From an optimization exercise on the open Yosys and OpenROAD flow, aimed at small area, a short achievable clock period and few clock cycles per item; shortcuts taken in it are not production practice.
No activity file was given, so power comes from the tool's default toggle rates.

==> inputs of job 3066 <==
==> flow/design.v (excerpt) <==
module qr_rs_decoder (
  input  wire         clk,
  input  wire         rst,
  input  wire         cmd_valid,
  output wire         cmd_ready,
  input  wire [7:0]   cmd_n,
  input  wire [4:0]   cmd_k,
  input  wire         in_valid,
  output wire         in_ready,
  input  wire [7:0]   in_data,
  output reg          res_valid,
  output reg  [1:0]   res_err,
  output reg  [2:0]   res_sub,
  output reg  [3:0]   res_nerr,
  output wire [119:0] res_eloc,
  output wire [119:0] res_emag
);
Settings: LEC_CHECK=0, CAP_MARGIN=50, CORE_MARGIN=2, CORE_UTILIZATION=20, PLACE_DENSITY=0.45, SLEW_MARGIN=70; clock period 12.0 ns.
run.sh (not shown) runs the stock make flow with config.mk's settings and CLKGATE_MAP_FILE= SYNTH_SCRIPT=/design/flow/synth_recipe.tcl, a recipe that flattens the netlist after the stock synthesis.
==> inputs of job 5005, as changes to job 3066 <==
--- a/flow/design.v
+++ b/flow/design.v
@@ -340,11 +340,11 @@
   reg [4:0] dk;
   reg [7:0] syn [0:KMAX-1];
   reg       s1_full, s1_param;
   reg [7:0] s1_n;
   reg [4:0] s1_k;
-  localparam [2:0] E_IDLE = 3'd0, E_TA = 3'd1, E_TB = 3'd2, E_DIV = 3'd3, E_END = 3'd4;
+  localparam [2:0] E_IDLE = 3'd0, E_TA = 3'd1, E_TB = 3'd2, E_DIV = 3'd3, E_END = 3'd4, E_T0 = 3'd5;
   localparam [2:0] K_CHIEN = 3'd0, K_PARAM = 3'd1, K_SYNZ = 3'd2, K_SUB3 = 3'd3, K_SUB5 = 3'd4;
   reg [2:0]  es;
   reg [7:0]  R [0:KMAX];
   reg [7:0]  Q [0:KMAX];
   reg [7:0]  U [0:15];
@@ -352,12 +352,13 @@
   reg [4:0]  p;          
   reg [30:0] ph;         
   reg [4:0]  d, z;
   reg [63:0] sce;        
   reg        first, looped;
-  reg        t_hi, t_any, t_lz;
-  reg [7:0]  t_rp, t_r1, rpq, qpq;
+  reg        c_idle, c_swap, c_norm, c_scale, c_shift;
+  reg [7:0]  linv, rpq, qpq, sct;
+  reg        ph2;        
   reg [7:0]  n2;
   reg [4:0]  k2;
   reg [2:0]  kind2;
   localparam [1:0] C_IDLE = 2'd0, C_RUN = 2'd1, C_FL1 = 2'd2, C_FL2 = 2'd3;
   reg [1:0] cs;
@@ -475,57 +476,67 @@
         anynz = 1'b1;
         if (j >= hk) hi = 1'b1;
       end
     end
   end
-  reg  [7:0] mq [0:KMAX];
-  reg  [7:0] mv [0:15];
+  reg  [7:0] pm [0:23];
   always @* begin
-    for (j = 0; j <= KMAX; j = j + 1) mq[j] = gf_mulx(sce, Q[j]);
-    for (j = 0; j < 16; j = j + 1)    mv[j] = gf_mulx(sce, V[j]);
+    for (j = 0; j < 24; j = j + 1)
+      pm[j] = gf_mulx(sce, !ph2 ? Q[j] : (j < 7) ? Q[24+j] : (j < 23) ? V[j-7] : 8'h00);
   end
   wire [7:0] sc_next  = rpq ^ gf_mulx(sce, qpq);
   wire [7:0] rpq_next = rb ^ gf_mulx(sce, qb);
-  wire tb_end  = (!looped && !t_any) || !t_hi;
-  wire tb_norm = !tb_end && t_lz;
-  wire tb_swap = !tb_end && !t_lz;
+  wire ta_go = hi && (looped || anynz);
+  always @(posedge clk) ph2 <= (es == E_DIV) & !ph2;
   always @(posedge clk) begin
     if (rst) begin
-      es <= E_IDLE;
+      es     <= E_IDLE;
+      c_idle <= 1'b1;
+      c_swap <= 1'b0;
+      c_norm <= 1'b0;
     end else begin
       case (es)
-        E_IDLE: if (s1_full) es <= s1_param ? E_END : E_TA;
+        E_IDLE: if (s1_full) es <= s1_param ? E_END : E_T0;
+        E_T0:   es <= E_TA;
         E_TA:   es <= E_TB;
-        E_TB:   es <= tb_end ? E_END : tb_norm ? E_TA : E_DIV;
-        E_DIV:  if (d == 5'd0) es <= E_TA;
+        E_TB:   es <= c_swap ? E_DIV : c_norm ? E_T0 : E_END;
+        E_DIV:  if (d == 5'd0 && ph2) es <= E_TA;
         E_END:  if (s3_idle) es <= E_IDLE;
         default: es <= E_IDLE;
       endcase
+      c_idle <= (es == E_IDLE) ? !s1_full : (es == E_END && s3_idle);
+      c_swap <= (es == E_TA) && ta_go && (sct != 8'h00);
+      c_norm <= (es == E_TA) && ta_go && (sct == 8'h00);
     end
   end
   always @(posedge clk) begin
+    c_scale <= c_swap;
+    c_shift <= (es == E_DIV) && !ph2 && (d != 5'd0);
     for (j = 0; j <= KMAX; j = j + 1)
-      R[j] <= (es == E_IDLE) ? ((j < KMAX && j < s1_k) ? syn[j] : 8'h00) :
-              (es == E_TB && tb_swap) ? Q[j] :
-              (es == E_TB && tb_norm) ? ((j > 0) ? R[j-1] : 8'h00) :
-              R[j] ^ mq[j];
+      R[j] <= c_idle ? ((j < KMAX && j < s1_k) ? syn[j] : 8'h00) :
+              c_swap ? Q[j] :
+              c_norm ? ((j > 0) ? R[j-1] : 8'h00) :
+              (j < 24) ? (ph2 ? R[j] : R[j] ^ pm[j]) :
+                         (ph2 ? R[j] ^ pm[j-24] : R[j]);
     for (j = 0; j < 16; j = j + 1)
-      U[j] <= (es == E_IDLE) ? ((j == 0) ? 8'h01 : 8'h00) :
-              (es == E_TB && tb_swap) ? V[j] :
-              (es == E_TB && tb_norm) ? ((j > 0) ? U[j-1] : 8'h00) :
-              U[j] ^ mv[j];
-    if (es == E_IDLE) begin
+      U[j] <= c_idle ? ((j == 0) ? 8'h01 : 8'h00) :
+              c_swap ? V[j] :
+              c_norm ? ((j > 0) ? U[j-1] : 8'h00) :
+              ph2 ? U[j] ^ pm[j+7] : U[j];
+    if (c_idle) begin
       for (j = 0; j <= KMAX; j = j + 1) Q[j] <= (j == s1_k) ? 8'h01 : 8'h00;
       for (j = 0; j < 16; j = j + 1)    V[j] <= 8'h00;
-    end else if (es == E_TB && tb_swap) begin
+    end else if (c_swap) begin
       for (j = 0; j <= KMAX; j = j + 1) Q[j] <= (j > 0) ? R[j-1] : 8'h00;
       for (j = 0; j < 16; j = j + 1)    V[j] <= (j > 0) ? U[j-1] : 8'h00;
-    end else if (es == E_DIV && d != 5'd0) begin
+    end else if (c_scale) begin
+      for (j = 0; j < 24; j = j + 1) Q[j] <= pm[j];
+    end else if (c_shift) begin
       for (j = 0; j <= KMAX; j = j + 1)
-        Q[j] <= (j < KMAX) ? (first ? mq[j+1] : Q[j+1]) : 8'h00;
+        Q[j] <= (j >= KMAX) ? 8'h00 : (j + 1 < 24 || !first) ? Q[j+1] : pm[j+1-24];
       for (j = 0; j < 16; j = j + 1)
-        V[j] <= (j < 15) ? (first ? mv[j+1] : V[j+1]) : 8'h00;
+        V[j] <= (j == 15) ? 8'h00 : first ? pm[j+8] : V[j+1];
     end
     case (es)
       E_IDLE: begin
         n2     <= s1_n;
         k2     <= s1_k;
@@ -535,39 +546,43 @@
         z      <= 5'd0;
         looped <= 1'b0;
         sce    <= 64'd0;
         qpq    <= 8'h00;
       end
+      E_T0: begin
+        sct <= ra;
+        rpq <= rb;
+      end
       E_TA: begin
-        t_hi  <= hi;
-        t_any <= anynz;
-        t_lz  <= (ra == 8'h00);
-        t_rp  <= ra;
-        t_r1  <= rb;
+        kind2 <= (!looped && !anynz) ? K_SYNZ : !looped ? K_SUB5 : (U[0] == 8'h00) ? K_SUB3 : K_CHIEN;
+        linv  <= gf_inv(sct);
       end
       E_TB: begin
-        kind2 <= (!looped && !t_any) ? K_SYNZ : !looped ? K_SUB5 : (U[0] == 8'h00) ? K_SUB3 : K_CHIEN;
-        if (tb_norm) z <= z + 5'd1;
-        if (tb_swap) begin
-          sce    <= gf_expand(gf_inv(t_rp));
+        if (c_norm) z <= z + 5'd1;
+        if (c_swap) begin
+          sce    <= gf_expand(linv);
           rpq    <= qpq;      
-          qpq    <= t_r1;     
+          qpq    <= rpq;      
           d      <= z + 5'd1;
           z      <= 5'd0;
           first  <= 1'b1;
           looped <= 1'b1;
         end
       end
       E_DIV: begin
-        first <= 1'b0;
-        sce   <= (d != 5'd0) ? gf_expand(sc_next) : 64'd0;
-        rpq   <= rpq_next;
-        if (first) qpq <= gf_mulx(sce, qpq);
-        d     <= d - 5'd1;
-        if (d != 5'd0) begin
-          p  <= p - 5'd1;
-          ph <= ph >> 1;
+        if (!ph2) begin
+          sct <= sc_next;
+          rpq <= rpq_next;
+          if (first) qpq <= gf_mulx(sce, qpq);
+        end else begin
+          first <= 1'b0;
+          sce   <= (d != 5'd0) ? gf_expand(sct) : 64'd0;
+          d     <= d - 5'd1;
+          if (d != 5'd0) begin
+            p  <= p - 5'd1;
+            ph <= ph >> 1;
+          end
         end
       end
       default: ;
     endcase
   end
CORE_UTILIZATION = 45   (was 20)
PLACE_DENSITY = 0.65   (was 0.45)
==> inputs of job 2544, as changes to job 3066 <==
--- a/flow/design.v
+++ b/flow/design.v
@@ -340,11 +340,11 @@
   reg [4:0] dk;
   reg [7:0] syn [0:KMAX-1];
   reg       s1_full, s1_param;
   reg [7:0] s1_n;
   reg [4:0] s1_k;
-  localparam [2:0] E_IDLE = 3'd0, E_TA = 3'd1, E_TB = 3'd2, E_DIV = 3'd3, E_END = 3'd4;
+  localparam [2:0] E_IDLE = 3'd0, E_TA = 3'd1, E_TB = 3'd2, E_DIV = 3'd3, E_END = 3'd4, E_T0 = 3'd5;
   localparam [2:0] K_CHIEN = 3'd0, K_PARAM = 3'd1, K_SYNZ = 3'd2, K_SUB3 = 3'd3, K_SUB5 = 3'd4;
   reg [2:0]  es;
   reg [7:0]  R [0:KMAX];
   reg [7:0]  Q [0:KMAX];
   reg [7:0]  U [0:15];
@@ -352,12 +352,13 @@
   reg [4:0]  p;          
   reg [30:0] ph;         
   reg [4:0]  d, z;
   reg [63:0] sce;        
   reg        first, looped;
-  reg        t_hi, t_any, t_lz;
-  reg [7:0]  t_rp, t_r1, rpq, qpq;
+  reg        c_idle, c_swap, c_norm, c_scale, c_shift;
+  reg [7:0]  linv, rpq, qpq, sct;
+  reg        ph2;        
   reg [7:0]  n2;
   reg [4:0]  k2;
   reg [2:0]  kind2;
   localparam [1:0] C_IDLE = 2'd0, C_RUN = 2'd1, C_FL1 = 2'd2, C_FL2 = 2'd3;
   reg [1:0] cs;
@@ -475,57 +476,67 @@
         anynz = 1'b1;
         if (j >= hk) hi = 1'b1;
       end
     end
   end
-  reg  [7:0] mq [0:KMAX];
-  reg  [7:0] mv [0:15];
+  reg  [7:0] pm [0:23];
   always @* begin
-    for (j = 0; j <= KMAX; j = j + 1) mq[j] = gf_mulx(sce, Q[j]);
-    for (j = 0; j < 16; j = j + 1)    mv[j] = gf_mulx(sce, V[j]);
+    for (j = 0; j < 24; j = j + 1)
+      pm[j] = gf_mulx(sce, !ph2 ? Q[j] : (j < 7) ? Q[24+j] : (j < 23) ? V[j-7] : 8'h00);
   end
   wire [7:0] sc_next  = rpq ^ gf_mulx(sce, qpq);
   wire [7:0] rpq_next = rb ^ gf_mulx(sce, qb);
-  wire tb_end  = (!looped && !t_any) || !t_hi;
-  wire tb_norm = !tb_end && t_lz;
-  wire tb_swap = !tb_end && !t_lz;
+  wire ta_go = hi && (looped || anynz);
+  always @(posedge clk) ph2 <= (es == E_DIV) & !ph2;
   always @(posedge clk) begin
     if (rst) begin
-      es <= E_IDLE;
+      es     <= E_IDLE;
+      c_idle <= 1'b1;
+      c_swap <= 1'b0;
+      c_norm <= 1'b0;
     end else begin
       case (es)
-        E_IDLE: if (s1_full) es <= s1_param ? E_END : E_TA;
+        E_IDLE: if (s1_full) es <= s1_param ? E_END : E_T0;
+        E_T0:   es <= E_TA;
         E_TA:   es <= E_TB;
-        E_TB:   es <= tb_end ? E_END : tb_norm ? E_TA : E_DIV;
-        E_DIV:  if (d == 5'd0) es <= E_TA;
+        E_TB:   es <= c_swap ? E_DIV : c_norm ? E_T0 : E_END;
+        E_DIV:  if (d == 5'd0 && ph2) es <= E_TA;
         E_END:  if (s3_idle) es <= E_IDLE;
         default: es <= E_IDLE;
       endcase
+      c_idle <= (es == E_IDLE) ? !s1_full : (es == E_END && s3_idle);
+      c_swap <= (es == E_TA) && ta_go && (sct != 8'h00);
+      c_norm <= (es == E_TA) && ta_go && (sct == 8'h00);
     end
   end
   always @(posedge clk) begin
+    c_scale <= c_swap;
+    c_shift <= (es == E_DIV) && !ph2 && (d != 5'd0);
     for (j = 0; j <= KMAX; j = j + 1)
-      R[j] <= (es == E_IDLE) ? ((j < KMAX && j < s1_k) ? syn[j] : 8'h00) :
-              (es == E_TB && tb_swap) ? Q[j] :
-              (es == E_TB && tb_norm) ? ((j > 0) ? R[j-1] : 8'h00) :
-              R[j] ^ mq[j];
+      R[j] <= c_idle ? ((j < KMAX && j < s1_k) ? syn[j] : 8'h00) :
+              c_swap ? Q[j] :
+              c_norm ? ((j > 0) ? R[j-1] : 8'h00) :
+              (j < 24) ? (ph2 ? R[j] : R[j] ^ pm[j]) :
+                         (ph2 ? R[j] ^ pm[j-24] : R[j]);
     for (j = 0; j < 16; j = j + 1)
-      U[j] <= (es == E_IDLE) ? ((j == 0) ? 8'h01 : 8'h00) :
-              (es == E_TB && tb_swap) ? V[j] :
-              (es == E_TB && tb_norm) ? ((j > 0) ? U[j-1] : 8'h00) :
-              U[j] ^ mv[j];
-    if (es == E_IDLE) begin
+      U[j] <= c_idle ? ((j == 0) ? 8'h01 : 8'h00) :
+              c_swap ? V[j] :
+              c_norm ? ((j > 0) ? U[j-1] : 8'h00) :
+              ph2 ? U[j] ^ pm[j+7] : U[j];
+    if (c_idle) begin
       for (j = 0; j <= KMAX; j = j + 1) Q[j] <= (j == s1_k) ? 8'h01 : 8'h00;
       for (j = 0; j < 16; j = j + 1)    V[j] <= 8'h00;
-    end else if (es == E_TB && tb_swap) begin
+    end else if (c_swap) begin
       for (j = 0; j <= KMAX; j = j + 1) Q[j] <= (j > 0) ? R[j-1] : 8'h00;
       for (j = 0; j < 16; j = j + 1)    V[j] <= (j > 0) ? U[j-1] : 8'h00;
-    end else if (es == E_DIV && d != 5'd0) begin
+    end else if (c_scale) begin
+      for (j = 0; j < 24; j = j + 1) Q[j] <= pm[j];
+    end else if (c_shift) begin
       for (j = 0; j <= KMAX; j = j + 1)
-        Q[j] <= (j < KMAX) ? (first ? mq[j+1] : Q[j+1]) : 8'h00;
+        Q[j] <= (j >= KMAX) ? 8'h00 : (j + 1 < 24 || !first) ? Q[j+1] : pm[j+1-24];
       for (j = 0; j < 16; j = j + 1)
-        V[j] <= (j < 15) ? (first ? mv[j+1] : V[j+1]) : 8'h00;
+        V[j] <= (j == 15) ? 8'h00 : first ? pm[j+8] : V[j+1];
     end
     case (es)
       E_IDLE: begin
         n2     <= s1_n;
         k2     <= s1_k;
@@ -535,39 +546,43 @@
         z      <= 5'd0;
         looped <= 1'b0;
         sce    <= 64'd0;
         qpq    <= 8'h00;
       end
+      E_T0: begin
+        sct <= ra;
+        rpq <= rb;
+      end
       E_TA: begin
-        t_hi  <= hi;
-        t_any <= anynz;
-        t_lz  <= (ra == 8'h00);
-        t_rp  <= ra;
-        t_r1  <= rb;
+        kind2 <= (!looped && !anynz) ? K_SYNZ : !looped ? K_SUB5 : (U[0] == 8'h00) ? K_SUB3 : K_CHIEN;
+        linv  <= gf_inv(sct);
       end
       E_TB: begin
-        kind2 <= (!looped && !t_any) ? K_SYNZ : !looped ? K_SUB5 : (U[0] == 8'h00) ? K_SUB3 : K_CHIEN;
-        if (tb_norm) z <= z + 5'd1;
-        if (tb_swap) begin
-          sce    <= gf_expand(gf_inv(t_rp));
+        if (c_norm) z <= z + 5'd1;
+        if (c_swap) begin
+          sce    <= gf_expand(linv);
           rpq    <= qpq;      
-          qpq    <= t_r1;     
+          qpq    <= rpq;      
           d      <= z + 5'd1;
           z      <= 5'd0;
           first  <= 1'b1;
           looped <= 1'b1;
         end
       end
       E_DIV: begin
-        first <= 1'b0;
-        sce   <= (d != 5'd0) ? gf_expand(sc_next) : 64'd0;
-        rpq   <= rpq_next;
-        if (first) qpq <= gf_mulx(sce, qpq);
-        d     <= d - 5'd1;
-        if (d != 5'd0) begin
-          p  <= p - 5'd1;
-          ph <= ph >> 1;
+        if (!ph2) begin
+          sct <= sc_next;
+          rpq <= rpq_next;
+          if (first) qpq <= gf_mulx(sce, qpq);
+        end else begin
+          first <= 1'b0;
+          sce   <= (d != 5'd0) ? gf_expand(sct) : 64'd0;
+          d     <= d - 5'd1;
+          if (d != 5'd0) begin
+            p  <= p - 5'd1;
+            ph <= ph >> 1;
+          end
         end
       end
       default: ;
     endcase
   end
CORE_UTILIZATION = 55   (was 20)
PLACE_DENSITY = 0.72   (was 0.45)
==> summary.txt <==
Job 2544 ran to the end with no violations. Job 5005 passed the timing, DRC and antenna checks. Job 3066 produced a clean layout. The lowest final area belongs to job 2544, the highest to job 3066. Count of clock-buffer cells in the layout, highest first: job 3066, job 5005, job 2544. Against job 2544, the first-iteration DRC count of job 3066 is lower by 35%. Non-clock buffer count, highest first: job 3066, job 2544, job 5005. In job 3066 the sequential cell count is higher than in job 5005, by 5. Worst hold slack: job 2544 > job 5005 > job 3066.
==> figures <==
quantity	job 5005	job 3066	job 2544
Number of synthesized register bits	1770	1775	1770
Initial core utilization	45.3%	20.1%	55.3%
Result of the run	complete, no violations	complete, no violations	complete, no violations
Simple-Gate Fraction of Synth Area	12.0%	16.1%	12.0%
Crit-path max cell delay	0.61 ns	0.41 ns	0.61 ns
Std-Cell Core Area	0.280 mm^2	0.681 mm^2	0.230 mm^2
Post-placement cell count	17298	25488	16590
Sequential cell fraction of total power	35.2%	31.0%	34.1%
Yosys top cell area share	33.5%	25.9%	33.5%
Internal power summed over all cells	16.2 mW	17.8 mW	16.6 mW
Peak fanout along the critical path	15	16	15
Power density over the cells	177 mW/mm^2	193 mW/mm^2	183 mW/mm^2
Share of the clock period used by the worst path	37.3%	42.5%	36.9%
Function was not checked in any run of this note: the RTL went through the layout flow alone.

-- static timing again, ports no longer ideal --
Ports are ideal in the flow. The routed layouts listed here were re-timed in OpenROAD. Step 1 (the two cells are an assumption about what drives the block):
set clk [get_ports {clk}]
set_driving_cell -lib_cell sky130_fd_sc_hd__clkbuf_16 $clk
set_driving_cell -lib_cell sky130_fd_sc_hd__buf_2 [delete_from_list [all_inputs] $clk]
Step 2, shift: input delay + t, output delay - t, t = (earliest + latest rising clock arrival at the registers) / 2. This alone moves slack from input paths to output paths. Slacks: ideal ports / drivers / drivers and shift; pairs: ideal ports / drivers.
run | t, ns | setup slack, ns | worst setup path at the end
job 3066 | 1.091 | 6.905 / 6.905 / 6.905 | register to register
job 5005 | 1.028 | 7.527 / 7.419 / 7.544 | input to register
job 2544 | 1.019 | 7.570 / 7.460 / 7.645 | input to register
After both steps setup and hold are still met in every run listed.
